This is an optimization exercise on Yosys and OpenROAD, whose aim is small area, not a production implementation. Only simulation tests tie the RTL to the original design; equivalence was not proved. Power and IR drop assume default switching activity.

--- flow/design.v ---
module ook_core (
    input  wire        clk,
    input  wire        rst,               
    input  wire        edge_valid,        
    input  wire        edge_carrier,      
    input  wire [31:0] edge_duration,     
    input  wire        tick,              
    input  wire        service,           
    input  wire [31:0] cfg_pulse_min,
    input  wire [31:0] cfg_pulse_max,
    input  wire [31:0] cfg_eop_min,
    input  wire [31:0] cfg_pre_min,
    input  wire [31:0] cfg_zero_min,
    input  wire [31:0] cfg_zero_max,
    input  wire [31:0] cfg_one_min,
    input  wire [31:0] cfg_one_max,
    input  wire [7:0]  cfg_confirm_threshold,
    input  wire [31:0] cfg_window_ticks,
    input  wire [31:0] cfg_idle_ticks,
    input  wire        cfg_fallback,
    input  wire [31:0] cfg_frame_timeout_ticks,
    input  wire        cfg_temp_signed,
    output reg         reading_valid,
    output wire [31:0] reading,           
    output reg         err_valid,         
    output wire [2:0]  err_reason,
    output reg         noconf_valid       
);
    localparam [1:0] ST_IDLE = 2'd0, ST_INPRE = 2'd1, ST_COLLECT = 2'd2;
    localparam [5:0] CNT_START = 6'b000001, CNT_LAST = 6'b001011;
    localparam [1:0] E_NOISE = 2'd1, E_PREMATURE = 2'd2, E_TIMEOUT = 2'd3,
                     E_ORDER = 2'd0;
    function [31:0] addc32;
        input [31:0] a;
        input        b;
        integer k;
        reg c;
        begin
            c = b;
            for (k = 0; k < 32; k = k + 1) begin
                addc32[k] = a[k] ^ c;
                c = c & a[k];
            end
        end
    endfunction
    reg [1:0]   asm_state;
    reg [5:0]   frame_cnt;
    reg [35:0]  frame_sr;                
    reg [31:0]  frame_nrem;              
    reg         frame_p;
    reg [143:0] q_data;                  
    reg [1:0]   q_rp;
    reg [2:0]   q_len;
    reg         rec_valid;
    reg [35:0]  rec_raw;                 
    reg [7:0]   rec_count;
    reg [31:0]  win_nrem;
    reg         win_p;
    reg [31:0]  idle_nrem;
    reg         idle_p;
    reg         low_conf;
    reg         temp_signed_q;
    reg [1:0]   err_code;
    wire [31:0] d  = edge_duration;
    wire [31:0] nd = ~edge_duration;
    wire ge_pmin, ge_pmax, gt_eop, gt_pre, ge_zmin, ge_zmax, ge_omin, ge_omax;
    ook_ge_lo u_pmin (.nd(nd), .a(cfg_pulse_min), .ge(ge_pmin));    
    ook_ge_hi u_pmax (.nd(nd), .a(cfg_pulse_max), .ge(ge_pmax));    
    ook_ge_lo u_zmin (.nd(nd), .a(cfg_zero_min),  .ge(ge_zmin));
    ook_ge_hi u_zmax (.nd(nd), .a(cfg_zero_max),  .ge(ge_zmax));
    ook_ge_lo u_omin (.nd(nd), .a(cfg_one_min),   .ge(ge_omin));
    ook_ge_hi u_omax (.nd(nd), .a(cfg_one_max),   .ge(ge_omax));
    ook_ge_hi u_eop  (.nd(nd), .a(cfg_eop_min),   .ge(gt_eop));     
    ook_ge_hi u_pre  (.nd(nd), .a(cfg_pre_min),   .ge(gt_pre));
    wire in_pulse = ge_pmin & ge_pmax;
    wire is_eop   = ~gt_eop;
    wire is_pre   = ~gt_pre;
    wire in_zero  = ge_zmin & ge_zmax;
    wire in_one   = ge_omin & ge_omax;
    wire s_pulse  = edge_carrier & in_pulse;
    wire s_pre    = ~edge_carrier & ~is_eop & is_pre;
    wire s_eop    = ~edge_carrier & is_eop;
    wire s_bit    = ~edge_carrier & ~is_eop & ~is_pre & (in_zero | in_one);
    wire s_noise  = edge_carrier ? ~in_pulse : (~is_eop & ~is_pre & ~in_zero & ~in_one);
    wire bit_val  = ~in_zero;
    wire st_idle    = (asm_state == ST_IDLE);
    wire st_inpre   = (asm_state == ST_INPRE);
    wire st_collect = (asm_state == ST_COLLECT);
    wire e_order    = (s_pre & st_collect) | (s_bit & st_inpre);
    wire e_prem     = s_eop & ~st_idle;
    wire e_err      = edge_valid & (s_noise | e_order | e_prem);
    wire append     = edge_valid & s_bit & st_collect;
    wire complete   = append & (frame_cnt == CNT_LAST);
    wire [35:0] payload = {frame_sr[34:0], bit_val};
    reg [1:0] st1;                       
    always @* begin
        st1 = asm_state;
        if (edge_valid) begin
            if (e_err | complete)
                st1 = ST_IDLE;
            else if (s_pre)
                st1 = ST_INPRE;
            else if (s_pulse & st_inpre)
                st1 = ST_COLLECT;
        end
    end
    wire        q_full  = q_len[2];
    wire        q_empty = (q_len == 3'd0);
    wire [1:0]  q_wp    = q_rp + q_len[1:0];
    wire [1:0]  rp1     = (complete & q_full) ? q_rp + 2'd1 : q_rp;
    wire [2:0]  len1    = (complete & ~q_full) ? q_len + 3'd1 : q_len;
    wire        pop     = service & (len1 != 3'd0);
    wire [3:0]  rsel = {4{~q_empty}} & (4'b0001 << rp1);
    wire [35:0] head = ({36{rsel[0]}}   & q_data[35:0])
                     | ({36{rsel[1]}}   & q_data[71:36])
                     | ({36{rsel[2]}}   & q_data[107:72])
                     | ({36{rsel[3]}}   & q_data[143:108])
                     | ({36{q_empty}}   & payload);
    wire        eq_hi   = (head[35:1] == rec_raw[35:1]);
    wire        match   = rec_valid & eq_hi & (head[0] == rec_raw[0]);
    wire [7:0]  cnt_inc = rec_count + 8'd1;
    wire [7:0]  cnt1    = match ? cnt_inc : 8'd1;
    wire        thr_le1 = ~|cfg_confirm_threshold[7:1];
    wire        conf_m  = (cnt_inc == cfg_confirm_threshold);
    wire        confirm = pop & (match ? conf_m : thr_le1);
    wire        opening = pop & ~rec_valid;
    wire        rv1     = pop ? ~confirm : rec_valid;
    wire        f_hiz    = ~|cfg_frame_timeout_ticks[31:1];
    wire        f_dec    = tick & (cfg_frame_timeout_ticks[0] | ~f_hiz);
    wire        f_end    = &frame_nrem[31:2] & (frame_p ? (~frame_nrem[1] & frame_nrem[0])
                                                        : (frame_nrem[1] & ~frame_nrem[0]));
    wire        timeout  = f_dec & (st1 != ST_IDLE) &
                           (edge_valid ? (cfg_frame_timeout_ticks[0] & f_hiz) : f_end);
    wire        w_hiz    = ~|cfg_window_ticks[31:1];
    wire        w_dec    = tick & (cfg_window_ticks[0] | ~w_hiz);
    wire        w_end    = &win_nrem[31:2] & (win_p ? (~win_nrem[1] & win_nrem[0])
                                                    : (win_nrem[1] & ~win_nrem[0]));
    wire        w_fire   = w_dec & rv1 & (opening ? (cfg_window_ticks[0] & w_hiz) : w_end);
    wire        i_clr    = opening | (edge_valid & s_pre);
    wire        i_hiz    = ~|cfg_idle_ticks[31:1];
    wire        i_dec    = tick & (cfg_idle_ticks[0] | ~i_hiz);
    wire        i_end    = &idle_nrem[31:2] & (idle_p ? (~idle_nrem[1] & idle_nrem[0])
                                                      : (idle_nrem[1] & ~idle_nrem[0]));
    wire        i_fire   = i_dec & rv1 & (i_clr ? (cfg_idle_ticks[0] & i_hiz) : i_end);
    wire        close    = w_fire | i_fire;
    always @(posedge clk) begin
        if (append)
            frame_sr <= payload;
        if (edge_valid & s_pre)
            frame_cnt <= CNT_START;
        else if (append)
            frame_cnt <= {frame_cnt[4:0], frame_cnt[5] ^ frame_cnt[4]};
        frame_nrem <= edge_valid ? ~cfg_frame_timeout_ticks : addc32(frame_nrem, f_dec);
        if (edge_valid)
            frame_p <= f_dec;
        if (complete) begin
            case (q_wp)
                2'd0: q_data[35:0]    <= payload;
                2'd1: q_data[71:36]   <= payload;
                2'd2: q_data[107:72]  <= payload;
                default: q_data[143:108] <= payload;
            endcase
        end
        if (pop) begin
            rec_raw   <= head;
            rec_count <= cnt1;
        end
        win_nrem  <= opening ? ~cfg_window_ticks : addc32(win_nrem, w_dec);
        if (opening)
            win_p <= w_dec;
        idle_nrem <= i_clr ? ~cfg_idle_ticks : addc32(idle_nrem, i_dec);
        if (i_clr)
            idle_p <= i_dec;
        low_conf  <= rv1;
        temp_signed_q <= cfg_temp_signed;
        err_code  <= timeout ? E_TIMEOUT :
                     (s_noise ? E_NOISE : (e_prem ? E_PREMATURE : E_ORDER));
        if (rst) begin
            asm_state     <= ST_IDLE;
            q_rp          <= 2'd0;
            q_len         <= 3'd0;
            rec_valid     <= 1'b0;
            reading_valid <= 1'b0;
            err_valid     <= 1'b0;
            noconf_valid  <= 1'b0;
        end else begin
            asm_state     <= timeout ? ST_IDLE : st1;
            q_rp          <= pop ? rp1 + 2'd1 : rp1;
            q_len         <= pop ? len1 - 3'd1 : len1;
            rec_valid     <= rv1 & ~close;
            reading_valid <= confirm | (close & cfg_fallback);
            err_valid     <= e_err | timeout;
            noconf_valid  <= close & ~cfg_fallback;
        end
    end
    wire [35:0] p = rec_raw;
    wire [6:0]  hum = (p[7:0] > 8'd100) ? 7'd100 : p[6:0];
    assign reading = {low_conf, p[35:28], p[27], p[25:24],
                      temp_signed_q & p[23], p[23:12], hum};
    assign err_reason = {err_code == 2'd0, err_code};
endmodule
module ook_maj (
    input  wire a,
    input  wire b,
    input  wire c,
    output wire y
);
    assign y = (a & b) | (c & (a | b));
endmodule
module ook_ge_lo (
    input  wire [31:0] nd,
    input  wire [31:0] a,
    output wire        ge
);
    wire [32:1] n;
    assign n[1] = nd[0] & a[0];
    genvar k;
    generate
        for (k = 1; k < 32; k = k + 1) begin : g
            ook_maj m (.a(nd[k]), .b(a[k]), .c(n[k]), .y(n[k+1]));
        end
    endgenerate
    assign ge = ~n[32];
endmodule
module ook_ge_hi (
    input  wire [31:0] nd,
    input  wire [31:0] a,
    output wire        ge
);
    wire [32:1] c;
    assign c[1] = a[0] | nd[0];
    genvar k;
    generate
        for (k = 1; k < 32; k = k + 1) begin : g
            ook_maj m (.a(a[k]), .b(nd[k]), .c(c[k]), .y(c[k+1]));
        end
    endgenerate
    assign ge = c[32];
endmodule
--- flow/flow/run.sh ---
#!/bin/bash
# Own layout flow: the standard ORFS flow (standard.sh), with
#  - port buffers made of the smallest buffer cell,
#  - clock tree synthesis without dummy balancing loads,
#  - combinational cells of the synthesised netlist set to their smallest
#    drive strength before floorplanning (timing repair later upsizes what
#    the paths need). Registers and synthesis are left as they are.
set -euo pipefail
ARGS=("BUFFER_PORTS_ARGS=-buffer_cell sky130_fd_sc_hd__buf_1"
      "CTS_ARGS=-sink_clustering_enable -repair_clock_nets -dont_use_dummy_load -sink_clustering_size 30 -sink_clustering_max_diameter 60 -buf_list sky130_fd_sc_hd__clkbuf_16")
bash standard.sh "${ARGS[@]}" synth > synth.log 2>&1
openroad -no_init -exit flow/downsize_run.tcl > downsize.log 2>&1
bash standard.sh "${ARGS[@]}" finish > layout.log 2>&1
--- flow/flow/downsize.tcl ---
# Swap every combinational cell to the smallest-area cell of the same function
# family (same name, other drive strength). Registers keep their cell.
proc smallest_variant { master } {
  if { ![regexp {^(sky130_fd_sc_hd__[a-z0-9]+)_([0-9]+)$} $master -> base drive] } { return $master }
  set best $master
  set best_area [get_property [get_lib_cells $master] area]
  foreach d {0 1 2 4} {
    set cand "${base}_$d"
    set lc [get_lib_cells -quiet $cand]
    if { $lc == "" } { continue }
    if { [get_property $lc dont_use] } { continue }
    set a [get_property $lc area]
    if { $a < $best_area } { set best $cand; set best_area $a }
  }
  return $best
}
set n 0
set saved 0.0
foreach inst [get_cells *] {
  set m [get_property $inst ref_name]
  if { [regexp {^sky130_fd_sc_hd__(df|edf|sdf|sedf|dl|conb|tap|fill|decap|diode)} $m] } { continue }
  set lc [get_lib_cells $m]
  set s [smallest_variant $m]
  if { $s != $m } {
    set saved [expr { $saved + [get_property $lc area] - [get_property [get_lib_cells $s] area] }]
    replace_cell $inst $s
    incr n
  }
}
puts "downsize: swapped $n cells, saved [format %.1f $saved] um2"
--- flow/flow/downsize_run.tcl ---
# Downsize the combinational cells of the standard synthesis result in place.
set plat $::env(FLOW_HOME)/platforms/sky130hd
read_lef $plat/lef/sky130_fd_sc_hd.tlef
read_lef $plat/lef/sky130_fd_sc_hd_merged.lef
read_liberty $plat/lib/sky130_fd_sc_hd__tt_025C_1v80.lib
set res orfs/results/sky130hd/ook_core/base
read_db $res/1_synth.odb
read_sdc $res/1_synth.sdc
report_design_area
source flow/downsize.tcl
report_design_area
write_db $res/1_synth.odb
--- flow/standard.sh ---
#!/bin/bash
# synth_recipe.tcl (not shown) runs the flow's synth.tcl, then flattens the netlist and writes it again
# the make line also repeats each setting of config.mk as NAME=value (left out here)
make -C /OpenROAD-flow-scripts/flow DESIGN_CONFIG=/design/flow/config.mk WORK_HOME=/design/flow/orfs CLKGATE_MAP_FILE= SYNTH_SCRIPT=/design/flow/synth_recipe.tcl "${@:-finish}"
--- flow/config.mk ---
export PLATFORM = sky130hd
export DESIGN_NAME = ook_core
export DESIGN_NICKNAME = ook_core
export VERILOG_FILES = /design/flow/design.v
export SDC_FILE = /design/flow/constraint.sdc
export NUM_CORES = 4
export LEC_CHECK = 0
export CAP_MARGIN = 20
export CORE_MARGIN = 2
export CORE_UTILIZATION = 65
export PLACE_DENSITY = 0.75
export SLEW_MARGIN = 20
export SYNTH_HIERARCHICAL = 1
--- flow/constraint.sdc ---
create_clock -name core_clock -period 20.0 [get_ports {clk}]
set_input_delay 4.0000 -clock core_clock [delete_from_list [all_inputs] [get_ports {clk}]]
set_output_delay 4.0000 -clock core_clock [all_outputs]
set_load 0.01 [all_outputs]
==> results.py, run 1 <==
metrics = {
    "sta": {
        "fin_crit_ps": 19490,
        "setup_viol": 0,
        "fin_worst_skew_ps": 63.8,
        "tightest_slew_ps": 1170,
        "clock.fmax_mhz": 51.3,
        "rsz0062_at_grt": "false",
        "final.period_utilization": 0.974,
        "hold_viol_final": 0,
        "timing.hold.ws_ps": 476,
        "slew_viol_final": 0,
        "slew-limit-headroom": 0.213,
    },
    "die": {
        "core_sq_um": 26200,
        "ioPinCount": 438,
        "die_w_um": 168,
        "die_h_um": 168,
        "num_rows": 59,
        "dieArea_sq_um": 28200,
        "start_util": 0.666,
    },
    "global_routing": {
        "gr-usage-all-layers": 0.395,
        "grt-ovfl-total": 0,
        "grt_antenna_before_repair": 4,
        "grt_pass1_wl_um": 82700,
        "grt_pass1_vias": 13600,
        "grt_max_degree": 67,
    },
    "detailed_routing": {
        "vias_per_cell": 6.38,
        "drt-initial-drc-count": 1802,
        "drt-total-wl_um": 57100,
        "drc": 0,
        "detail_route.first_pass.iterations": 5,
        "wire_per_inst_um": 25.7,
        "ant_nets": 0,
        "vias": 14200,
    },
    "clock_network": {
        "cts_buffers": 24,
        "cts.sinks": 343,
        "cts_tree": "done",
        "clockBufferDepth": 3,
        "cts_root_buffer": "clkbuf_16",
        "ctsHoldBuffers": 0,
        "htreeDepth": 1,
        "clk-insertion-delay-late_ps": 540,
        "clk_pin_slew_ps": 100,
    },
    "worst_setup_path": {
        "cpMaxStageDelayCell": "maj3_1",
        "path_class": "in -> reg",
        "cp.required_ps": 20410,
        "critPathMostFrequentCell": "maj3_1",
        "crit_path_end_kind": "register",
        "worstPathMaxFanout": 36,
        "cp.arrival_ps": 19900,
        "worst_setup_path_start_kind": "input pin",
        "slowest_delay_ps": 460,
    },
    "cells_and_area": {
        "multiInputGateArea_sq_um": 7810,
        "drive_gt1_frac": 0.0372,
        "syn2layout_area_growth_pct": 15.3,
        "fin_nets": 2390,
        "fillCellCount": 1712,
        "layout.cells.non_filler": 2223,
        "utilization": 0.768,
        "register_area_sq_um": 9130,
    },
    "placement": {
        "place_inst": 2194,
        "io_buffers": 437,
        "gp_congestion": 1.00,
        "hpwl_um": 43000,
    },
    "power_and_ir_drop": {
        "leakage_nw": 7.05,
        "powerDensity_nw_per_um2": 71.9,
        "peakVddDrop_mv": 0.0581,
    },
    "outcome": {
        "status": "finished clean",
    },
    "synthesis": {
        "syn_area_per_cell_sq_um": 11.8,
        "syn_area_sq_um": 17500,
        "yosysWarnings": 7,
        "syn_nets": 1981,
        "syn_inst": 1477,
    },
    "run": {
        "maxCapViolCount": 0,
    },
    "worst_hold_path": {
        "holdCritPathClass": "reg -> reg",
    },
}
[stage by stage]
stage / TNS, ps / instance area (sq um) / setup slack [ps] / power [mW]
final: 0 / 20100 / 511 / 1.45
after CTS: 0 / 20000 / 333 / 1.44
after global routing: 0 / 20100 / 9.64 / 1.49
after detailed placement: -581 / 19400 / -156 / 1.02
after global placement: 0 / 19400 / 240 / 1.01
after floorplan: 0 / 17500 / 159 / 0.943
[worst max-delay path, delay by kind of cell]
family                     cells  cell delay [ps]
xor gates and xnor gates       1              230
muxes                          1              280
buffers and inverters          4              520
adders and majority gates     32            11870
and+or+nand+nor                7             1690
AOI/OAI and AO/OA              5             1280
[where the power goes]
| part | total [mW] | leakage (nW) | internal (mW) | switching, mW |
|---|---|---|---|---|
| Sequential | 0.815 | 2.99 | 0.788 | 0.0269 |
| Clock | 0.431 | 0.296 | 0.212 | 0.219 |
| Combinational | 0.203 | 3.76 | 0.0939 | 0.109 |
| Total | 1.45 | 7.05 | 1.09 | 0.355 |
[path summary, 6_finish.rpt]
| check | from | endpoint | slack, ps | depth (start not counted) |
|---|---|---|---|---|
| worst max-delay path | edge_duration[0] | rec_valid$_SDFF_PP0_ | 510 | 50 |
| worst min-delay path | frame_cnt[3]$_SDFFE_PP0P_ | frame_cnt[4]$_SDFFE_PP0P_ | 480 | 2 |
| worst max register to register | idle_nrem[0]$_DFF_P_ | idle_nrem[31]$_DFF_P_ | 13390 | 34 |
| worst min register to register | frame_cnt[3]$_SDFFE_PP0P_ | frame_cnt[4]$_SDFFE_PP0P_ | 480 | 2 |
[timing repair]
action                     4_1_cts  5_1_grt
buffers inserted                 0        1
setup endpoints to repair        0       12
resized for setup                0       11
[flip-flops by register name, summed over array words and instances (netlist names), 2 cells and up]
register / cells
asm_state: 2
rec_raw: 36
idle_nrem: 32
frame_cnt: 6
rec_count: 8
q_data: 144
q_len: 3
err_code: 2
frame_nrem: 32
win_nrem: 32
q_rp: 2
frame_sr: 35
[cell type report]
cell class                      instances  share of cell area
Timing Repair Buffer                  458              0.0912
Antenna cell                            4            0.000497
Sequential cell                       343               0.453
Clock buffer                           24              0.0298
Tap cell                              335              0.0208
Inverter                               88              0.0164
Multi-Input combinational cell        971               0.388
[per-layer routing]
metal | vias to the layer above | global-route usage | wire length [um]
met5 | - | 0 | 26
met4 | 4 | 0.121 | 1670
met3 | 108 | 0.0790 | 6800
met2 | 997 | 0.630 | 26200
met1 | 6736 | 0.552 | 22300
li1 | 6339 | - | -
[cells in the final DEF, fill, tap and decap left out, drive strengths merged, types with 3 or more instances in the layout]
| master | count |
|---|---|
| o21ai | 42 |
| dfxtp | 117 |
| a32oi | 3 |
| xnor2 | 37 |
| nor3b | 22 |
| a221oi | 7 |
| xor2 | 17 |
| maj3 | 248 |
| or2 | 10 |
| and2 | 12 |
| nand3b | 3 |
| nor3 | 9 |
| a22o | 9 |
| edfxtp | 226 |
| mux2i | 38 |
| nor4 | 35 |
| inv | 88 |
| nand2 | 55 |
| a31oi | 31 |
| clkbuf | 25 |
| nor2b | 7 |
| a22oi | 55 |
| nand3 | 14 |
| a211oi | 7 |
| buf | 457 |
| and3 | 5 |
| diode | 4 |
| ha | 104 |
| a21boi | 3 |
| nand2b | 8 |
| a21oi | 47 |
| nand4 | 34 |
| nor2 | 74 |
==> run 2: changes to the inputs <==
--- a/flow/config.mk
+++ b/flow/config.mk
@@ -6,8 +6,9 @@
 export NUM_CORES = 4
 export LEC_CHECK = 0
-export CAP_MARGIN = 20
+export CAP_MARGIN = 5
 export CORE_MARGIN = 2
 export CORE_UTILIZATION = 65
+export GPL_TIMING_DRIVEN = 0
 export PLACE_DENSITY = 0.75
-export SLEW_MARGIN = 20
+export SLEW_MARGIN = 5
 export SYNTH_HIERARCHICAL = 1
==> run 2 against run 1 <==
Critical path depth increased by 3. Die area did not move. Synthesized cell count unchanged.
==> results.py, run 2 <==
metrics = {
    "cells_and_area": {
        "utilization": 0.792,
        "final_cell_mix": "472 x buf_1, 245 x maj3_1, 226 x edfxtp_1, 117 x dfxtp_1, 100 x ha_1",
        "stdcell_area_sq_um": 20800,
        "multiInputGateArea_sq_um": 8050,
        "fillCellCount": 1567,
        "fin_nets": 2465,
        "layout_commonest_cell": "buf_1",
        "reg_top3": "q_data: 144 flops, rec_raw: 36 flops, frame_sr: 35 flops",
        "top_register": "q_data",
        "register_area_sq_um": 9130,
        "drive_gt1_frac": 0.0674,
        "largest_reg_flops": 144,
        "syn2layout_area_growth_pct": 18.9,
    },
    "sta": {
        "hold_viol_final": 0,
        "tightest_slew_ps": 813,
        "setup_slack_ps": 220,
        "slew_viol_final": 0,
        "timing.hold.ws_ps": 511,
        "final.period_utilization": 0.989,
        "slew-limit-headroom": 0.458,
        "fin_crit_ps": 19780,
        "clock.fmax_mhz": 50.6,
        "fin_worst_skew_ps": 70.6,
        "setup_viol": 0,
    },
    "detailed_routing": {
        "drc": 0,
        "drt-initial-drc-count": 2156,
        "vias": 14900,
        "drt-total-wl_um": 60800,
        "vias_per_cell": 6.49,
        "detail_route.first_pass.iterations": 8,
        "ant_nets": 0,
        "wire_per_inst_um": 26.4,
    },
    "die": {
        "num_rows": 59,
        "die_h_um": 168,
        "ioPinCount": 438,
        "core_sq_um": 26200,
        "dieArea_sq_um": 28200,
        "start_util": 0.666,
        "die_w_um": 168,
    },
    "placement": {
        "hpwl_um": 45600,
        "dp_slack_ps": -2590,
        "placed_area_sq_um": 19700,
        "gp_congestion": 1.00,
        "io_buffers": 436,
    },
    "worst_setup_path": {
        "critPathMostFrequentCell": "maj3_1",
        "cp_top_family": "adder cells",
        "cpMaxStageDelayCell": "maj3_1",
        "worstPathMaxFanout": 32,
        "r2r_slack_ps": 13300,
        "path_class": "in -> reg",
        "worst_r2r_path_depth": 34,
        "crit_path_end_kind": "register",
        "cp.arrival_ps": 20180,
        "crit_buf_inv": 7,
        "cp-endpoint": "rec_valid$_SDFF_PP0_",
        "r2r-start": "frame_nrem[0]$_DFF_P_",
        "worst_setup_path_start_kind": "input pin",
        "cp.depth": 53,
        "cp.required_ps": 20400,
        "r2r-end": "frame_nrem[31]$_DFF_P_",
        "crit_start": "edge_duration[0]",
        "slowest_delay_ps": 480,
    },
    "global_routing": {
        "grt_pass1_wl_um": 86400,
        "grt_max_degree": 33,
        "grt_antenna_before_repair": 4,
        "gr-usage-all-layers": 0.416,
        "grt-ovfl-total": 0,
        "grt_pass1_vias": 14400,
    },
    "clock_network": {
        "cts_buffers": 21,
        "clk-insertion-delay-late_ps": 540,
        "clk_pin_slew_ps": 110,
        "htreeDepth": 1,
        "cts.sinks": 343,
        "ctsHoldBuffers": 0,
        "cts_tree": "done",
        "cts_root_buffer": "clkbuf_16",
        "clockBufferDepth": 3,
    },
    "synthesis": {
        "syn_inst": 1477,
        "syn_nets": 1981,
        "yosysWarnings": 7,
        "syn_area_sq_um": 17500,
        "syn_area_per_cell_sq_um": 11.8,
    },
    "outcome": {
        "status": "finished clean",
    },
    "power_and_ir_drop": {
        "leakage_nw": 7.25,
        "peakVddDrop_mv": 0.0605,
        "powerDensity_nw_per_um2": 68.9,
    },
    "worst_hold_path": {
        "holdCritPathClass": "reg -> reg",
    },
    "run": {
        "maxCapViolCount": 0,
    },
}
run 2: worst reg2reg max path, delay by kind of cell, from the launching register on:
family	cells	cell delay, ps
AND/OR/NAND/NOR	1	100
flip-flops	1	350
XOR/XNOR	1	140
AO/OA/AOI/OAI	1	70
adder cells (fa/ha/maj)	31	5870
run 2: what timing repair did:
item | in CTS | in global routing
buffers inserted | 4 | 15
endpoints found under the hold margin | 0 | 0
gates cloned | 2 | 0
setup endpoints to repair | 110 | 77
resized for setup | 46 | 58
pin swaps | 4 | 14
run 2: stage by stage:
step	std cells	power (mW)	setup TNS, ps
after floorplan	1477	0.943	0
after detailed placement	2258	1.03	-147520
final	2300	1.43	0
after global placement	2248	1.01	-443750
after global routing	2295	1.47	-387
after CTS	2280	1.41	0
run 2: worst min-delay path by stage:
| stage | start | endpoint | slack, ps | cells past startpoint |
|---|---|---|---|---|
| 2_1_floorplan | frame_cnt[0]$_SDFFE_PP1P_ | frame_cnt[0]$_SDFFE_PP1P_ | 460 | 2 |
| 3_3_place_gp | frame_cnt[0]$_SDFFE_PP1P_ | frame_cnt[0]$_SDFFE_PP1P_ | 480 | 2 |
| 3_5_place_dp | frame_cnt[5]$_SDFFE_PP0P_ | frame_cnt[5]$_SDFFE_PP0P_ | 500 | 2 |
| 4_1_cts | frame_sr[32]$_DFFE_PP_ | q_data[141]$_DFFE_PP_ | 500 | 0 |
| 5_1_grt | frame_sr[32]$_DFFE_PP_ | q_data[141]$_DFFE_PP_ | 540 | 0 |
| 6_report | frame_sr[32]$_DFFE_PP_ | q_data[141]$_DFFE_PP_ | 510 | 0 |
run 2: layout make-up:
type                       instances  area share
antenna                            6    0.000723
sequential                       343       0.440
tap                              335      0.0202
buffer                            69      0.0164
inverter                          88      0.0163
clock buffer                      21      0.0253
multi-input combinational        971       0.388
timing repair buffer             467      0.0939
run 2: report_power, final:
| part | total, mW | switching [mW] | leakage [nW] | internal (mW) |
|---|---|---|---|---|
| clock | 0.405 | 0.219 | 0.259 | 0.187 |
| combinational | 0.209 | 0.114 | 4.00 | 0.0950 |
| sequential | 0.816 | 0.0287 | 2.99 | 0.788 |
| total | 1.43 | 0.361 | 7.25 | 1.07 |
run 2: per-layer routing:
metal | up-vias | routed length (um) | part of all wire | GRT usage
li1 | 6493 | - | - | -
met1 | 7075 | 22300 | 0.37 | 0.553
met2 | 1201 | 28500 | 0.47 | 0.679
met3 | 158 | 7560 | 0.12 | 0.0823
met4 | 4 | 2450 | 0.040 | 0.159
met5 | - | 23 | 0.00038 | 0
==> run 3: changes to the inputs <==
--- a/flow/flow/run.sh
+++ b/flow/flow/run.sh
@@ -8,5 +8,5 @@
 set -euo pipefail
 ARGS=("BUFFER_PORTS_ARGS=-buffer_cell sky130_fd_sc_hd__buf_1"
-      "CTS_ARGS=-sink_clustering_enable -repair_clock_nets -dont_use_dummy_load -sink_clustering_size 30 -sink_clustering_max_diameter 60 -buf_list sky130_fd_sc_hd__clkbuf_16")
+      "CTS_ARGS=-sink_clustering_enable -repair_clock_nets -dont_use_dummy_load -sink_clustering_size 40 -sink_clustering_max_diameter 60 -buf_list sky130_fd_sc_hd__clkbuf_16")
 bash standard.sh "${ARGS[@]}" synth > synth.log 2>&1
 openroad -no_init -exit flow/downsize_run.tcl > downsize.log 2>&1
--- a/flow/config.mk
+++ b/flow/config.mk
@@ -6,9 +6,8 @@
 export NUM_CORES = 4
 export LEC_CHECK = 0
-export CAP_MARGIN = 5
+export CAP_MARGIN = 20
 export CORE_MARGIN = 2
 export CORE_UTILIZATION = 65
-export GPL_TIMING_DRIVEN = 0
 export PLACE_DENSITY = 0.75
-export SLEW_MARGIN = 5
+export SLEW_MARGIN = 20
 export SYNTH_HIERARCHICAL = 1
==> run 3 against run 2 <==
Clock-buffer cell count increased by 3. Utilization shrank 2.4 points. Routed wire length fell by 6.1%. Via count decreased by 5.0%. Global-route usage decreased by 2.0 points. Cell area shrank 3.0%. Clock power rose by 6.4%. Die area unchanged. Fmax increased by 1.5%. Clock skew fell by 6.9 ps. Largest power group unchanged. Highest routed layer unchanged.
==> results.py, run 3 <==
metrics = {
    "worst_setup_path": {
        "r2r_slack_ps": 13390,
        "r2r-end": "idle_nrem[31]$_DFF_P_",
        "slowest_delay_ps": 460,
        "r2r-start": "idle_nrem[0]$_DFF_P_",
        "critPathMostFrequentCell": "maj3_1",
        "cpMaxStageDelayCell": "maj3_1",
        "cp.required_ps": 20410,
        "cp.arrival_ps": 19900,
        "crit_start": "edge_duration[0]",
        "cp-endpoint": "rec_valid$_SDFF_PP0_",
        "path_class": "in -> reg",
        "crit_path_end_kind": "register",
        "worst_setup_path_start_kind": "input pin",
        "worstPathMaxFanout": 36,
        "worst_r2r_path_depth": 34,
    },
    "global_routing": {
        "grt_pass1_wl_um": 82700,
        "grt_pass1_vias": 13600,
        "grt_antenna_before_repair": 4,
        "grt-ovfl-total": 0,
        "grt_max_degree": 67,
        "gr-usage-all-layers": 0.395,
    },
    "synthesis": {
        "syn_area_sq_um": 17500,
        "syn_nets": 1981,
        "yosysWarnings": 7,
        "syn_area_per_cell_sq_um": 11.8,
        "syn_inst": 1477,
    },
    "power_and_ir_drop": {
        "peakVddDrop_mv": 0.0581,
        "powerDensity_nw_per_um2": 71.9,
        "leakage_nw": 7.05,
        "fin_total_pwr_mw": 1.45,
    },
    "cells_and_area": {
        "drive_gt1_frac": 0.0372,
        "fillCellCount": 1712,
        "reg_top3": "q_data: 144 flops, rec_raw: 36 flops, frame_sr: 35 flops",
        "final_cell_mix": "436 x buf_1, 248 x maj3_1, 226 x edfxtp_1, 117 x dfxtp_1, 104 x ha_1",
        "layout_commonest_cell": "buf_1",
        "register_area_sq_um": 9130,
        "largest_reg_flops": 144,
        "fin_nets": 2390,
        "multiInputGateArea_sq_um": 7810,
        "top_register": "q_data",
        "utilization": 0.768,
        "syn2layout_area_growth_pct": 15.3,
        "layout.cells.non_filler": 2223,
    },
    "run": {
        "maxCapViolCount": 0,
    },
    "die": {
        "core_sq_um": 26200,
        "dieArea_sq_um": 28200,
        "die_h_um": 168,
        "start_util": 0.666,
        "ioPinCount": 438,
        "die_w_um": 168,
        "num_rows": 59,
    },
    "clock_network": {
        "clockBufferDepth": 3,
        "cts.sinks": 343,
        "clk-insertion-delay-late_ps": 540,
        "htreeDepth": 1,
        "cts_root_buffer": "clkbuf_16",
        "cts_buffers": 24,
        "cts_tree": "done",
        "clk_pin_slew_ps": 100,
    },
    "sta": {
        "slew-limit-headroom": 0.213,
        "setup_viol": 0,
        "tightest_slew_ps": 1170,
        "setup_tns_ps": 0,
        "final.period_utilization": 0.974,
        "clock.fmax_mhz": 51.3,
        "slew_viol_final": 0,
        "fin_crit_ps": 19490,
        "fin_worst_skew_ps": 63.8,
        "hold_viol_final": 0,
        "setup_slack_ps": 511,
        "rsz0062_at_grt": "false",
    },
    "detailed_routing": {
        "drt-initial-drc-count": 1802,
        "ant_nets": 0,
        "drc": 0,
        "drt-total-wl_um": 57100,
        "detail_route.first_pass.iterations": 5,
        "vias": 14200,
        "vias_per_cell": 6.38,
        "wire_per_inst_um": 25.7,
    },
    "placement": {
        "io_buffers": 437,
        "dp_slack_ps": -156,
        "gp_congestion": 1.00,
        "place_inst": 2194,
        "hpwl_um": 43000,
    },
    "outcome": {
        "status": "finished clean",
    },
    "worst_hold_path": {
        "min-delay-start": "frame_cnt[3]$_SDFFE_PP0P_",
        "holdCritPathClass": "reg -> reg",
    },
}
run 3: per-stage QoR:
step | cell area (sq um) | hold slack (ps)
3_5_place_dp | 19400 | 486
4_1_cts | 20000 | 482
2_1_floorplan | 17500 | 456
5_1_grt | 20100 | 527
3_3_place_gp | 19400 | 480
6_report | 20100 | 476
run 3: how the worst min path moves through the flow:
| stage | to | slack, ps | depth (start not counted) |
|---|---|---|---|
| floorplan | frame_cnt[0]$_SDFFE_PP1P_ | 460 | 2 |
| global placement | frame_cnt[5]$_SDFFE_PP0P_ | 480 | 2 |
| detailed placement | frame_cnt[5]$_SDFFE_PP0P_ | 490 | 2 |
| CTS | frame_cnt[4]$_SDFFE_PP0P_ | 480 | 2 |
| global route | frame_cnt[4]$_SDFFE_PP0P_ | 530 | 2 |
| finish | frame_cnt[4]$_SDFFE_PP0P_ | 480 | 2 |
run 3: where the power goes:
group	switching, mW	total [mW]	internal (mW)
clock	0.219	0.431	0.212
combinational	0.109	0.203	0.0939
sequential	0.0269	0.815	0.788
total	0.355	1.45	1.09
run 3: critical path, delay by kind of cell:
family	cells	cell delay [ps]
compound gates	5	1280
simple gates	7	1690
mux	1	280
fa+ha+maj	32	11870
buf+inv	4	520
xor+xnor	1	230
run 3: repair_timing:
action / 4_1_cts / 5_1_grt
setup buffers: 0 / 1
hold buffers: 0 / 0
setup endpoints to repair: 0 / 12
gates resized for setup: 0 / 11
run 3: cell type report:
type | count | share of cell area
inverter | 88 | 0.0164
tap | 335 | 0.0208
clock buffer | 24 | 0.0298
multi-input combinational | 971 | 0.388
antenna | 4 | 0.000497
sequential | 343 | 0.453
timing repair buffer | 458 | 0.0912
run 3: metal layers:
metal  GRT usage  share of wire
met1       0.552           0.39
met2       0.630           0.46
met3      0.0790           0.12
met4       0.121          0.029
met5           0        0.00046
==> run 4: changes to the inputs <==
--- a/flow/flow/run.sh
+++ b/flow/flow/run.sh
@@ -8,5 +8,5 @@
 set -euo pipefail
 ARGS=("BUFFER_PORTS_ARGS=-buffer_cell sky130_fd_sc_hd__buf_1"
-      "CTS_ARGS=-sink_clustering_enable -repair_clock_nets -dont_use_dummy_load -sink_clustering_size 40 -sink_clustering_max_diameter 60 -buf_list sky130_fd_sc_hd__clkbuf_16")
+      "CTS_ARGS=-sink_clustering_enable -repair_clock_nets -dont_use_dummy_load -sink_clustering_size 35 -sink_clustering_max_diameter 45 -buf_list sky130_fd_sc_hd__clkbuf_16")
 bash standard.sh "${ARGS[@]}" synth > synth.log 2>&1
 openroad -no_init -exit flow/downsize_run.tcl > downsize.log 2>&1
==> run 4 against run 3 <==
Clock-buffer cell count up 10. Clock skew up 7.4 ps. Utilization up 0.96 points. Worst hold slack better by 12 ps. Largest power group unchanged. Sequential power about the same. Critical path type unchanged. Combinational power about the same. Die area unchanged. Non-clock buffer count unchanged. Cell count up 0.36%. Flip-flop and latch count unchanged. First-iteration DRC count down 7.4%. Routed wire length up 0.54%. Largest cell class unchanged.
==> results.py, run 4 <==
metrics = {
    "detailed_routing": {
        "drt-initial-drc-count": 1668,
        "ant_nets": 0,
        "drt-total-wl_um": 57400,
        "drc": 0,
        "vias": 14300,
        "vias_per_cell": 6.42,
        "detail_route.first_pass.iterations": 6,
        "wire_per_inst_um": 25.7,
    },
    "clock_network": {
        "clk_pin_slew_ps": 70,
        "clk-insertion-delay-late_ps": 520,
        "cts.sinks": 343,
        "ctsHoldBuffers": 0,
        "htreeDepth": 2,
        "cts_tree": "done",
        "clockBufferDepth": 3,
        "cts_root_buffer": "clkbuf_16",
        "cts_buffers": 34,
    },
    "sta": {
        "fin_crit_ps": 19640,
        "timing.hold.ws_ps": 488,
        "final.period_utilization": 0.982,
        "setup_viol": 0,
        "hold_viol_final": 0,
        "slew_viol_final": 0,
        "slew-limit-headroom": 0.259,
        "fin_worst_skew_ps": 71.1,
        "rsz0062_at_grt": "false",
        "setup_slack_ps": 355,
        "tightest_slew_ps": 1100,
        "clock.fmax_mhz": 50.9,
    },
    "die": {
        "ioPinCount": 438,
        "die_w_um": 168,
        "die_h_um": 168,
        "core_sq_um": 26200,
        "dieArea_sq_um": 28200,
        "num_rows": 59,
        "start_util": 0.666,
    },
    "worst_setup_path": {
        "critPathMostFrequentCell": "maj3_1",
        "crit_path_end_kind": "register",
        "path_class": "in -> reg",
        "worst_setup_path_start_kind": "input pin",
        "worstPathMaxFanout": 36,
        "cpMaxStageDelayCell": "o2111ai_1",
        "cp.required_ps": 20460,
        "cp.arrival_ps": 20110,
        "slowest_delay_ps": 560,
    },
    "cells_and_area": {
        "reg_top3": "q_data: 144 flops, rec_raw: 36 flops, frame_sr: 35 flops",
        "fillCellCount": 1682,
        "top_register": "q_data",
        "stdcell_area_sq_um": 20400,
        "fin_nets": 2400,
        "final_cell_mix": "436 x buf_1, 248 x maj3_1, 226 x edfxtp_1, 117 x dfxtp_1, 104 x ha_1",
        "layout_commonest_cell": "buf_1",
        "utilization": 0.778,
        "drive_gt1_frac": 0.0428,
        "largest_reg_flops": 144,
        "syn2layout_area_growth_pct": 16.8,
    },
    "synthesis": {
        "syn_area_per_cell_sq_um": 11.8,
        "syn_area_sq_um": 17500,
        "syn_inst": 1477,
        "syn_nets": 1981,
        "yosysWarnings": 7,
    },
    "run": {
        "maxCapViolCount": 0,
    },
    "placement": {
        "hpwl_um": 43000,
        "gp_congestion": 1.00,
        "dp_slack_ps": -156,
        "io_buffers": 437,
        "placed_area_sq_um": 19400,
    },
    "global_routing": {
        "use_met2": 0.635,
        "gr-usage-all-layers": 0.400,
        "grt-ovfl-total": 0,
        "grt.busiest_layer": "met2",
        "grt_pass1_vias": 13800,
        "grtUsageMet3": 0.0893,
        "grt_antenna_before_repair": 3,
        "grt_pass1_wl_um": 83700,
        "globalRouteMet1Util": 0.553,
        "grt_max_degree": 67,
    },
    "power_and_ir_drop": {
        "leakage_nw": 7.17,
        "powerDensity_nw_per_um2": 76.2,
        "fin_total_pwr_mw": 1.55,
        "peakVddDrop_mv": 0.0615,
    },
    "worst_hold_path": {
        "holdCritPathClass": "reg -> reg",
    },
    "outcome": {
        "status": "finished clean",
    },
}
run 4: report_power, final:
group          total (mW)  internal, mW  leakage, nW  switching [mW]
registers           0.816         0.789         2.99          0.0270
clock network       0.536         0.298        0.419           0.237
logic               0.202        0.0937         3.76           0.108
run 4: what timing repair did:
item                       4_1_cts  5_1_grt
setup endpoints to repair        0       12
setup buffers                    0        1
gates resized for setup          0       12
run 4: through the flow:
step | TNS (ps) | cells
CTS | 0 | 2228
detailed placement | -581 | 2194
global placement | 0 | 2194
global route | 0 | 2230
floorplan | 0 | 1477
finish | 0 | 2231
run 4: area by class of cell:
cell class	instances	area, sq um	share of cell area
inverter	88	330	0.0162
antenna	2	5.00	0.000246
tap	335	419	0.0206
sequential	343	9130	0.448
multi-input combinational	971	7810	0.383
timing repair buffer	458	1840	0.0901
clock buffer	34	851	0.0417
run 4: metal layers:
layer,up-vias,routed length (um)
met5,-,11
met4,2,1980
met3,122,6710
met2,1018,26100
met1,6812,22500
li1,6366,-
run 4: path summary, 6_finish.rpt:
| path | slack [ps] | start | end | cells past startpoint |
|---|---|---|---|---|
| worst min-delay path | 490 | frame_cnt[3]$_SDFFE_PP0P_ | frame_cnt[4]$_SDFFE_PP0P_ | 2 |
| worst max-delay path | 360 | edge_duration[0] | reading_valid$_SDFF_PP0_ | 49 |
| worst max register to register | 13310 | idle_nrem[0]$_DFF_P_ | idle_nrem[31]$_DFF_P_ | 34 |
| worst min register to register | 490 | frame_cnt[3]$_SDFFE_PP0P_ | frame_cnt[4]$_SDFFE_PP0P_ | 2 |
run 4: critical path, delay by kind of cell:
family          cells  cell delay [ps]
mux                 1              420
xor+xnor            1              250
fa+ha+maj          32            11880
simple gates        6             1110
buf+inv             4              560
compound gates      5             1860
==> run 5: changes to the inputs <==
--- a/flow/flow/run.sh
+++ b/flow/flow/run.sh
@@ -8,5 +8,5 @@
 set -euo pipefail
 ARGS=("BUFFER_PORTS_ARGS=-buffer_cell sky130_fd_sc_hd__buf_1"
-      "CTS_ARGS=-sink_clustering_enable -repair_clock_nets -dont_use_dummy_load -sink_clustering_size 35 -sink_clustering_max_diameter 45 -buf_list sky130_fd_sc_hd__clkbuf_16")
+      "CTS_ARGS=-sink_clustering_enable -repair_clock_nets -dont_use_dummy_load -sink_clustering_size 30 -sink_clustering_max_diameter 75 -buf_list sky130_fd_sc_hd__clkbuf_16")
 bash standard.sh "${ARGS[@]}" synth > synth.log 2>&1
 openroad -no_init -exit flow/downsize_run.tcl > downsize.log 2>&1
==> run 5 against run 4 <==
Still clean. First-iteration DRC count is 2.2% lower. Routed wire length shrank 1.6%. Critical path depth increased by 1. Sequential share of layout area is 1.0 points higher. Non-clock buffer count unchanged. Clock skew fell by 4.5 ps. Register-to-register slack improved by 40 ps. Critical path type unchanged. Largest power group unchanged. Highest routed layer unchanged.
==> results.py, run 5 <==
metrics = {
    "synthesis": {
        "syn_area_per_cell_sq_um": 11.8,
        "yosysWarnings": 7,
        "syn_area_sq_um": 17500,
        "syn_nets": 1981,
        "syn_inst": 1477,
    },
    "cells_and_area": {
        "final_cell_mix": "436 x buf_1, 248 x maj3_1, 226 x edfxtp_1, 117 x dfxtp_1, 104 x ha_1",
        "drive_gt1_frac": 0.0330,
        "top_register": "q_data",
        "fin_nets": 2382,
        "multiInputGateArea_sq_um": 7810,
        "largest_reg_flops": 144,
        "layout.cells.non_filler": 2213,
        "layout_commonest_cell": "buf_1",
        "fillCellCount": 1756,
        "syn2layout_area_growth_pct": 14.1,
        "utilization": 0.760,
        "register_area_sq_um": 9130,
        "reg_top3": "q_data: 144 flops, rec_raw: 36 flops, frame_sr: 35 flops",
    },
    "die": {
        "ioPinCount": 438,
        "start_util": 0.666,
        "die_h_um": 168,
        "core_sq_um": 26200,
        "dieArea_sq_um": 28200,
        "num_rows": 59,
        "die_w_um": 168,
    },
    "worst_setup_path": {
        "cp_top_family": "adder cells",
        "cp.required_ps": 20430,
        "critPathMostFrequentCell": "maj3_1",
        "worstPathMaxFanout": 36,
        "path_class": "in -> reg",
        "cp.arrival_ps": 19960,
        "slowest_delay_ps": 460,
        "crit_path_end_kind": "register",
        "cpMaxStageDelayCell": "maj3_1",
        "worst_setup_path_start_kind": "input pin",
        "crit_buf_inv": 4,
    },
    "sta": {
        "tightest_slew_ps": 1130,
        "hold_viol_final": 0,
        "slew-limit-headroom": 0.239,
        "slew_viol_final": 0,
        "fin_crit_ps": 19520,
        "fin_worst_skew_ps": 66.7,
        "setup_viol": 0,
        "clock.fmax_mhz": 51.2,
        "final.period_utilization": 0.976,
        "setup_tns_ps": 0,
        "timing.hold.ws_ps": 496,
    },
    "clock_network": {
        "cts_root_buffer": "clkbuf_16",
        "clk-insertion-delay-late_ps": 530,
        "cts.sinks": 343,
        "clockBufferDepth": 3,
        "htreeDepth": 1,
        "ctsHoldBuffers": 0,
        "cts_buffers": 16,
        "cts_tree": "done",
        "clk_pin_slew_ps": 110,
    },
    "global_routing": {
        "grt_pass1_vias": 13600,
        "gr-usage-all-layers": 0.392,
        "grt_pass1_wl_um": 82000,
        "grt_max_degree": 67,
        "grt-ovfl-total": 0,
        "grt_antenna_before_repair": 3,
    },
    "run": {
        "maxCapViolCount": 0,
    },
    "detailed_routing": {
        "drc": 0,
        "drt-initial-drc-count": 1631,
        "ant_nets": 0,
        "vias": 14100,
        "wire_per_inst_um": 25.5,
        "drt-total-wl_um": 56500,
        "detail_route.first_pass.iterations": 6,
        "vias_per_cell": 6.38,
    },
    "worst_hold_path": {
        "holdCritPathClass": "reg -> reg",
    },
    "placement": {
        "gp_congestion": 1.00,
        "place_inst": 2194,
        "io_buffers": 437,
        "hpwl_um": 43000,
    },
    "power_and_ir_drop": {
        "powerDensity_nw_per_um2": 68.6,
        "peakVddDrop_mv": 0.0592,
        "leakage_nw": 6.95,
        "fin_total_pwr_mw": 1.37,
    },
    "outcome": {
        "status": "finished clean",
    },
}
[run 5: final timing paths]
check / start / slack [ps] / to / cells after the start
worst max-delay path: edge_duration[0] / 480 / rec_valid$_SDFF_PP0_ / 50
worst max register to register: idle_nrem[0]$_DFF_P_ / 13350 / idle_nrem[31]$_DFF_P_ / 34
worst min register to register: frame_cnt[3]$_SDFFE_PP0P_ / 500 / frame_cnt[4]$_SDFFE_PP0P_ / 2
worst min-delay path: frame_cnt[3]$_SDFFE_PP0P_ / 500 / frame_cnt[4]$_SDFFE_PP0P_ / 2
[run 5: final cells by class]
cell class | count | share of cell area
inverters | 88 | 0.0166
repair buffers | 458 | 0.0922
diodes | 2 | 0.000251
multi-input cells | 971 | 0.392
flip-flops and latches | 343 | 0.458
well taps | 335 | 0.0210
clock buffers | 16 | 0.0201
[run 5: power breakdown]
group / internal [mW] / switching (mW)
clock: 0.145 / 0.206
combinational: 0.0939 / 0.109
sequential: 0.788 / 0.0268
[run 5: through the flow]
step           setup WS, ps  area, sq um
2_1_floorplan           159        17500
6_report                475        19900
4_1_cts                 335        19800
5_1_grt               -42.2        19900
3_3_place_gp            240        19400
3_5_place_dp           -156        19400
[run 5: worst min-delay path, delay by kind of cell (launching register included)]
| family | cells | cell delay (ps) |
|---|---|---|
| mux | 1 | 70 |
| simple gates | 1 | 80 |
| flops | 1 | 340 |
[run 5: what timing repair did]
item	4_1_cts	5_1_grt
gates resized for setup	0	11
endpoints found under the setup margin	0	12
setup buffers	0	1
[run 5: routing by layer]
metal,GRT usage,routed length (um),up-vias
met1,0.546,22500,6716
li1,-,-,6317
met2,0.624,25700,977
met5,0,10,-
met3,0.0771,6420,118
met4,0.124,1890,2
==> run 6: changes to the inputs <==
--- a/flow/flow/run.sh
+++ b/flow/flow/run.sh
@@ -3,4 +3,6 @@
 #  - port buffers made of the smallest buffer cell,
 #  - clock tree synthesis without dummy balancing loads,
+#  - the top module's combinational logic mapped by ABC for area (own_synth.tcl,
+#    otherwise the standard synthesis script),
 #  - combinational cells of the synthesised netlist set to their smallest
 #    drive strength before floorplanning (timing repair later upsizes what
@@ -9,5 +11,6 @@
 ARGS=("BUFFER_PORTS_ARGS=-buffer_cell sky130_fd_sc_hd__buf_1"
       "CTS_ARGS=-sink_clustering_enable -repair_clock_nets -dont_use_dummy_load -sink_clustering_size 30 -sink_clustering_max_diameter 75 -buf_list sky130_fd_sc_hd__clkbuf_16")
-bash standard.sh "${ARGS[@]}" synth > synth.log 2>&1
+export OWN_WORK_DIR=$PWD OWN_FLOW_DIR=$PWD/flow
+bash standard.sh "${ARGS[@]}" "SYNTH_SCRIPT=$PWD/flow/own_synth.tcl" synth > synth.log 2>&1
 openroad -no_init -exit flow/downsize_run.tcl > downsize.log 2>&1
 bash standard.sh "${ARGS[@]}" finish > layout.log 2>&1
==> flow/flow/own_synth.tcl (new file) <==
# The standard synthesis (synth_recipe.tcl: ORFS synth.tcl without the fsm
# and share passes, flattened, function nets renamed), except that the
# combinational logic of the top module is mapped by ABC with an area-oriented
# script. Registers are mapped before ABC runs, so they are the standard ones.
proc abc {args} {
  set i [lsearch -exact $args -script]
  set top_args [lreplace $args [expr {$i + 1}] [expr {$i + 1}] $::env(OWN_FLOW_DIR)/top_area.abc]
  yosys abc {*}$top_args ook_core
  yosys abc {*}$args ook_maj ook_ge_lo ook_ge_hi
}
source $::env(OWN_WORK_DIR)/synth_recipe.tcl
==> flow/flow/top_area.abc (new file) <==
strash
dc2
dch -f
amap
topo
==> run 6 against run 5 <==
Critical endpoint is now noconf_valid$_SDFF_PP0_. Sequential share of layout area is 0.42 points higher. First-iteration DRC count is 3.8% lower. Sequential power is 0.9% lower. Still clean. Critical path type unchanged. Largest cell class unchanged. Non-clock buffer count is 24 higher.
==> results.py, run 6 <==
metrics = {
    "cells_and_area": {
        "layout.cells.non_filler": 2271,
        "reg_top3": "q_data: 144 flops, rec_raw: 36 flops, frame_sr: 35 flops",
        "utilization": 0.782,
        "fillCellCount": 1726,
        "drive_gt1_frac": 0.0621,
        "top_register": "q_data",
        "largest_reg_flops": 144,
        "stdcell_area_sq_um": 19700,
        "layout_commonest_cell": "buf_1",
        "syn2layout_area_growth_pct": 17.6,
        "final_cell_mix": "437 x buf_1, 226 x maj3_1, 226 x edfxtp_1, 165 x nand2_1, 119 x o21ai_0",
        "fin_nets": 2439,
    },
    "global_routing": {
        "grt_antenna_before_repair": 13,
        "grt_pass1_wl_um": 74200,
        "grt_max_degree": 73,
        "grt-ovfl-total": 0,
        "grt_pass1_vias": 13400,
        "gr-usage-all-layers": 0.366,
    },
    "run": {
        "maxCapViolCount": 0,
    },
    "power_and_ir_drop": {
        "peakVddDrop_mv": 0.0702,
        "fin_total_pwr_mw": 1.33,
        "comb_power_share": 0.131,
        "powerDensity_nw_per_um2": 67.2,
        "swShare": 0.238,
        "p_int_mw": 1.01,
        "p_sw_mw": 0.316,
        "leakage_nw": 6.72,
        "pwr-share-clk": 0.262,
        "seqPwrFrac": 0.608,
    },
    "sta": {
        "timing.hold.ws_ps": 468,
        "fin_worst_skew_ps": 50.8,
        "clock.fmax_mhz": 50.8,
        "setup_tns_ps": 0,
        "slew-limit-headroom": 0.300,
        "final.period_utilization": 0.985,
        "tightest_slew_ps": 1040,
        "setup_viol": 0,
        "fin_crit_ps": 19690,
        "setup_slack_ps": 309,
        "slew_viol_final": 0,
        "hold_viol_final": 0,
    },
    "clock_network": {
        "cts_buffers": 16,
        "clk-insertion-delay-late_ps": 520,
        "ctsHoldBuffers": 0,
        "cts_root_buffer": "clkbuf_16",
        "htreeDepth": 1,
        "clk_pin_slew_ps": 110,
        "cts.sinks": 343,
        "cts_tree": "done",
        "clockBufferDepth": 3,
    },
    "worst_setup_path": {
        "slowest_delay_ps": 500,
        "crit_path_end_kind": "register",
        "r2r-start": "frame_nrem[0]$_DFF_P_",
        "cpMaxStageDelayCell": "or4_4",
        "worst_setup_path_start_kind": "input pin",
        "worstPathMaxFanout": 12,
        "path_class": "in -> reg",
        "critPathMostFrequentCell": "maj3_1",
        "crit_start": "edge_duration[0]",
        "cp.arrival_ps": 20140,
        "cp.required_ps": 20450,
    },
    "placement": {
        "io_buffers": 437,
        "place_inst": 2238,
        "placed_area_sq_um": 19200,
        "dp_slack_ps": -180,
        "gp_congestion": 1.03,
        "hpwl_um": 39900,
    },
    "outcome": {
        "status": "finished clean",
    },
    "die": {
        "start_util": 0.665,
        "core_sq_um": 25300,
        "ioPinCount": 438,
        "die_w_um": 165,
        "die_h_um": 165,
        "dieArea_sq_um": 27100,
        "num_rows": 58,
    },
    "detailed_routing": {
        "wire_per_inst_um": 22.4,
        "ant_nets": 0,
        "vias_per_cell": 6.20,
        "drt-total-wl_um": 51000,
        "vias": 14100,
        "detail_route.first_pass.iterations": 8,
        "drc": 0,
        "drt-initial-drc-count": 1569,
    },
    "synthesis": {
        "syn_nets": 1963,
        "syn_area_per_cell_sq_um": 11.5,
        "yosysWarnings": 7,
        "syn_inst": 1459,
        "syn_area_sq_um": 16800,
    },
    "worst_hold_path": {
        "min-delay-start": "frame_cnt[1]$_SDFFE_PP0P_",
        "holdCritPathClass": "reg -> reg",
    },
}
run 6: path summary, 6_finish.rpt:
check                               to  slack (ps)  cells after the start
max            noconf_valid$_SDFF_PP0_         310                     62
max reg2reg     frame_nrem[31]$_DFF_P_       13420                     35
min reg2reg  frame_cnt[2]$_SDFFE_PP0P_         470                      2
min          frame_cnt[2]$_SDFFE_PP0P_         470                      2
run 6: power groups by stage:
stage,logic [mW],clock network (mW),registers [mW]
detailed placement,0.170,0,0.822
CTS,0.171,0.348,0.806
global placement,0.163,0,0.820
global route,0.196,0.372,0.811
finish,0.173,0.347,0.807
floorplan,0.106,0,0.815
run 6: cell type report:
type / count / area [sq um] / share of cell area
Antenna cell: 8 / 20.0 / 0.00101
Clock buffer: 16 / 400 / 0.0203
Inverter: 106 / 427 / 0.0216
Multi-Input combinational cell: 986 / 7370 / 0.373
Sequential cell: 343 / 9130 / 0.462
Tap cell: 330 / 413 / 0.0209
Timing Repair Buffer: 482 / 1990 / 0.101
run 6: what timing repair did:
action / CTS / global route
endpoints found under the setup margin: 0 / 11
resized for setup: 0 / 17
setup buffers: 0 / 9
run 6: layer usage:
metal | track usage | part of all wire | up-vias
met1 | 0.477 | 0.38 | 6694
met5 | 0 | 0.00039 | -
li1 | - | - | 6445
met3 | 0.0728 | 0.095 | 142
met4 | 0.159 | 0.046 | 4
met2 | 0.599 | 0.48 | 788
run 6: worst max-delay path: cells and delay by family:
kind                       cells  cell delay (ps)
and+or+nand+nor               15             2160
buffers and inverters          7              770
adders and majority gates     32            11550
AOI/OAI and AO/OA              8             1650
==> run 7: changes to the inputs <==
==> flow/flow/run.sh (replaced) <==
#!/bin/bash
# Own layout flow: the standard ORFS flow (standard.sh), with
#  - port buffers made of the smallest buffer cell,
#  - clock tree synthesis without dummy balancing loads,
#  - the top module's combinational logic mapped by ABC for area (own_synth.tcl,
#    otherwise the standard synthesis script),
#  - combinational cells of the synthesised netlist set to their smallest
#    drive strength before floorplanning (timing repair later upsizes what
#    the paths need). Registers stay as the standard synthesis makes them.
set -euo pipefail
export OWN_WORK_DIR=$PWD OWN_FLOW_DIR=$PWD/flow
ARGS=("SYNTH_SCRIPT=$PWD/flow/own_synth.tcl"
      "BUFFER_PORTS_ARGS=-buffer_cell sky130_fd_sc_hd__buf_1"
      "CTS_ARGS=-sink_clustering_enable -repair_clock_nets -dont_use_dummy_load -sink_clustering_size 30 -sink_clustering_max_diameter 75 -buf_list sky130_fd_sc_hd__clkbuf_16")
bash standard.sh "${ARGS[@]}" synth > synth.log 2>&1
openroad -no_init -exit flow/downsize_run.tcl > downsize.log 2>&1
bash standard.sh "${ARGS[@]}" finish > layout.log 2>&1
==> run 7 against run 6 <==
Utilization unchanged. Worst setup slack is the same. Cell count unchanged. Power stayed put. Critical path depth is the same. Worst hold slack unchanged. Global-route usage is the same. Critical path type unchanged. Critical endpoint unchanged.
==> results.py, run 7 <==
metrics = {
    "clock_network": {
        "htreeDepth": 1,
        "clk-insertion-delay-late_ps": 520,
        "clockBufferDepth": 3,
        "cts.sinks": 343,
        "cts_buffers": 16,
        "cts_root_buffer": "clkbuf_16",
        "clk_pin_slew_ps": 110,
        "cts_tree": "done",
    },
    "worst_setup_path": {
        "r2r_slack_ps": 13420,
        "critPathMostFrequentCell": "maj3_1",
        "worstPathMaxFanout": 12,
        "cp.required_ps": 20450,
        "slowest_delay_ps": 500,
        "r2r-start": "frame_nrem[0]$_DFF_P_",
        "path_class": "in -> reg",
        "cp-endpoint": "noconf_valid$_SDFF_PP0_",
        "crit_path_end_kind": "register",
        "cpMaxStageDelayCell": "or4_4",
        "crit_start": "edge_duration[0]",
        "worst_setup_path_start_kind": "input pin",
        "r2r-end": "frame_nrem[31]$_DFF_P_",
        "worst_r2r_path_depth": 35,
        "cp.arrival_ps": 20140,
    },
    "detailed_routing": {
        "wire_per_inst_um": 22.4,
        "drc": 0,
        "vias_per_cell": 6.20,
        "vias": 14100,
        "drt-initial-drc-count": 1569,
        "ant_nets": 0,
        "drt-total-wl_um": 51000,
        "detail_route.first_pass.iterations": 8,
    },
    "die": {
        "core_sq_um": 25300,
        "die_w_um": 165,
        "ioPinCount": 438,
        "num_rows": 58,
        "die_h_um": 165,
        "start_util": 0.665,
        "dieArea_sq_um": 27100,
    },
    "cells_and_area": {
        "drive_gt1_frac": 0.0621,
        "final_cell_mix": "437 x buf_1, 226 x maj3_1, 226 x edfxtp_1, 165 x nand2_1, 119 x o21ai_0",
        "reg_top3": "q_data: 144 flops, rec_raw: 36 flops, frame_sr: 35 flops",
        "top_register": "q_data",
        "largest_reg_flops": 144,
        "fillCellCount": 1726,
        "syn2layout_area_growth_pct": 17.6,
        "layout_commonest_cell": "buf_1",
        "fin_nets": 2439,
    },
    "power_and_ir_drop": {
        "seqPwrFrac": 0.608,
        "swShare": 0.238,
        "comb_power_share": 0.131,
        "peakVddDrop_mv": 0.0702,
        "p_sw_mw": 0.316,
        "pwr-share-clk": 0.262,
        "p_int_mw": 1.01,
        "powerDensity_nw_per_um2": 67.2,
        "leakage_nw": 6.72,
    },
    "sta": {
        "tightest_slew_ps": 1040,
        "fin_worst_skew_ps": 50.8,
        "fin_crit_ps": 19690,
        "slew-limit-headroom": 0.300,
        "setup_slack_ps": 309,
        "slew_viol_final": 0,
        "clock.fmax_mhz": 50.8,
        "hold_viol_final": 0,
        "final.period_utilization": 0.985,
        "setup_tns_ps": 0,
        "setup_viol": 0,
    },
    "synthesis": {
        "syn_inst": 1459,
        "yosysWarnings": 7,
        "syn_nets": 1963,
        "syn_area_sq_um": 16800,
        "syn_area_per_cell_sq_um": 11.5,
    },
    "global_routing": {
        "grt_max_degree": 73,
        "grt_pass1_wl_um": 74200,
        "grt_antenna_before_repair": 13,
        "grt_pass1_vias": 13400,
        "grt-ovfl-total": 0,
        "gr-usage-all-layers": 0.366,
    },
    "placement": {
        "dp_slack_ps": -180,
        "io_buffers": 437,
        "gp_congestion": 1.03,
        "hpwl_um": 39900,
    },
    "worst_hold_path": {
        "holdCritPathClass": "reg -> reg",
    },
    "outcome": {
        "status": "finished clean",
    },
    "run": {
        "maxCapViolCount": 0,
    },
}
run 7: cell counts in the layout (fill, tap and decap cells not counted):
Identical to the previous run, type by type.
run 7: what timing repair did:
action | CTS | global route
setup endpoints to repair | 0 | 11
hold buffers | 0 | 0
buffers inserted | 0 | 9
gates resized for setup | 0 | 17
run 7: critical path, delay by kind of cell:
kind / cells / cell delay (ps)
buffers and inverters: 7 / 770
adder cells (fa/ha/maj): 32 / 11550
AO/OA/AOI/OAI: 8 / 1650
AND/OR/NAND/NOR: 15 / 2160
run 7: worst min path at each step:
stage                                    startpoint                        end  cells past startpoint
after global routing      frame_cnt[5]$_SDFFE_PP0P_  frame_cnt[5]$_SDFFE_PP0P_                      2
final                     frame_cnt[1]$_SDFFE_PP0P_  frame_cnt[2]$_SDFFE_PP0P_                      2
after global placement    frame_cnt[1]$_SDFFE_PP0P_  frame_cnt[2]$_SDFFE_PP0P_                      2
after CTS                 frame_cnt[1]$_SDFFE_PP0P_  frame_cnt[2]$_SDFFE_PP0P_                      2
after detailed placement  frame_cnt[1]$_SDFFE_PP0P_  frame_cnt[2]$_SDFFE_PP0P_                      2
after floorplan           frame_cnt[1]$_SDFFE_PP0P_  frame_cnt[2]$_SDFFE_PP0P_                      2
run 7: metrics by stage:
step / util / hold slack [ps] / cell area [sq um] / total power [mW] / cells
after global routing: 0.782 / 491 / 19700 / 1.38 / 2271
after floorplan: - / 433 / 16900 / 0.921 / 1459
after global placement: 0.760 / 452 / 19200 / 0.983 / 2238
after detailed placement: 0.760 / 457 / 19200 / 0.992 / 2238
final: 0.782 / 468 / 19700 / 1.33 / 2271
after CTS: 0.776 / 467 / 19600 / 1.33 / 2254
run 7: routing by layer:
metal	part of all wire	GRT usage	vias up	wire length [um]
li1	-	-	6445	-
met1	0.38	0.477	6694	19300
met2	0.48	0.599	788	24500
met3	0.095	0.0728	142	4850
met4	0.046	0.159	4	2350
met5	0.00039	0	-	20
run 7: power groups by stage:
stage | Combinational, mW | Clock (mW) | Sequential (mW)
6_report | 0.173 | 0.347 | 0.807
5_1_grt | 0.196 | 0.372 | 0.811
4_1_cts | 0.171 | 0.348 | 0.806
3_5_place_dp | 0.170 | 0 | 0.822
3_3_place_gp | 0.163 | 0 | 0.820
2_1_floorplan | 0.106 | 0 | 0.815
run 7: final cells by class:
cell class,instances,area (sq um),area share
antenna,8,20.0,0.00101
timing repair buffer,482,1990,0.101
inverter,106,427,0.0216
clock buffer,16,400,0.0203
multi-input combinational,986,7370,0.373
tap,330,413,0.0209
sequential,343,9130,0.462

[port drivers added, routing unchanged]
Ports are ideal in the flow. The routed layouts listed here were re-timed in OpenROAD.
Step 1: set_driving_cell puts a clkbuf_16 on clk and a buf_2 on each other input, an assumption about the parent block.
Step 2, shift: input delay + t, output delay - t, t = (earliest + latest rising clock arrival at the registers) / 2. This alone moves slack from input paths to output paths.
Slacks: ideal ports / drivers / drivers and shift; pairs: ideal ports / drivers.
run	shift t [ns]	setup slack, ns	worst setup path at the end	slew at the worst register clock pin (ns)	worst data-port slew with drivers (ns)
run 1	0.569	0.511 / 0.544 / -0.025	input to register	0.10 / 0.10	0.14
run 2	0.569	0.220 / 0.247 / -0.321	input to register	0.12 / 0.12	0.14
run 3	0.569	0.511 / 0.544 / -0.025	input to register	0.10 / 0.10	0.14
run 4	0.534	0.355 / 0.379 / -0.156	input to register	0.08 / 0.08	0.14
run 5	0.551	0.475 / 0.506 / -0.045	input to register	0.11 / 0.11	0.14
run 6	0.534	0.309 / 0.325 / -0.209	input to register	0.12 / 0.12	0.14
run 7	0.534	0.309 / 0.325 / -0.209	input to register	0.12 / 0.12	0.14
With both steps, setup timing fails in every run listed, where it was met with ideal ports. The setup slack of run 2, which loses most, moves by +0.027 ns with the drivers and by -0.541 ns with both steps.
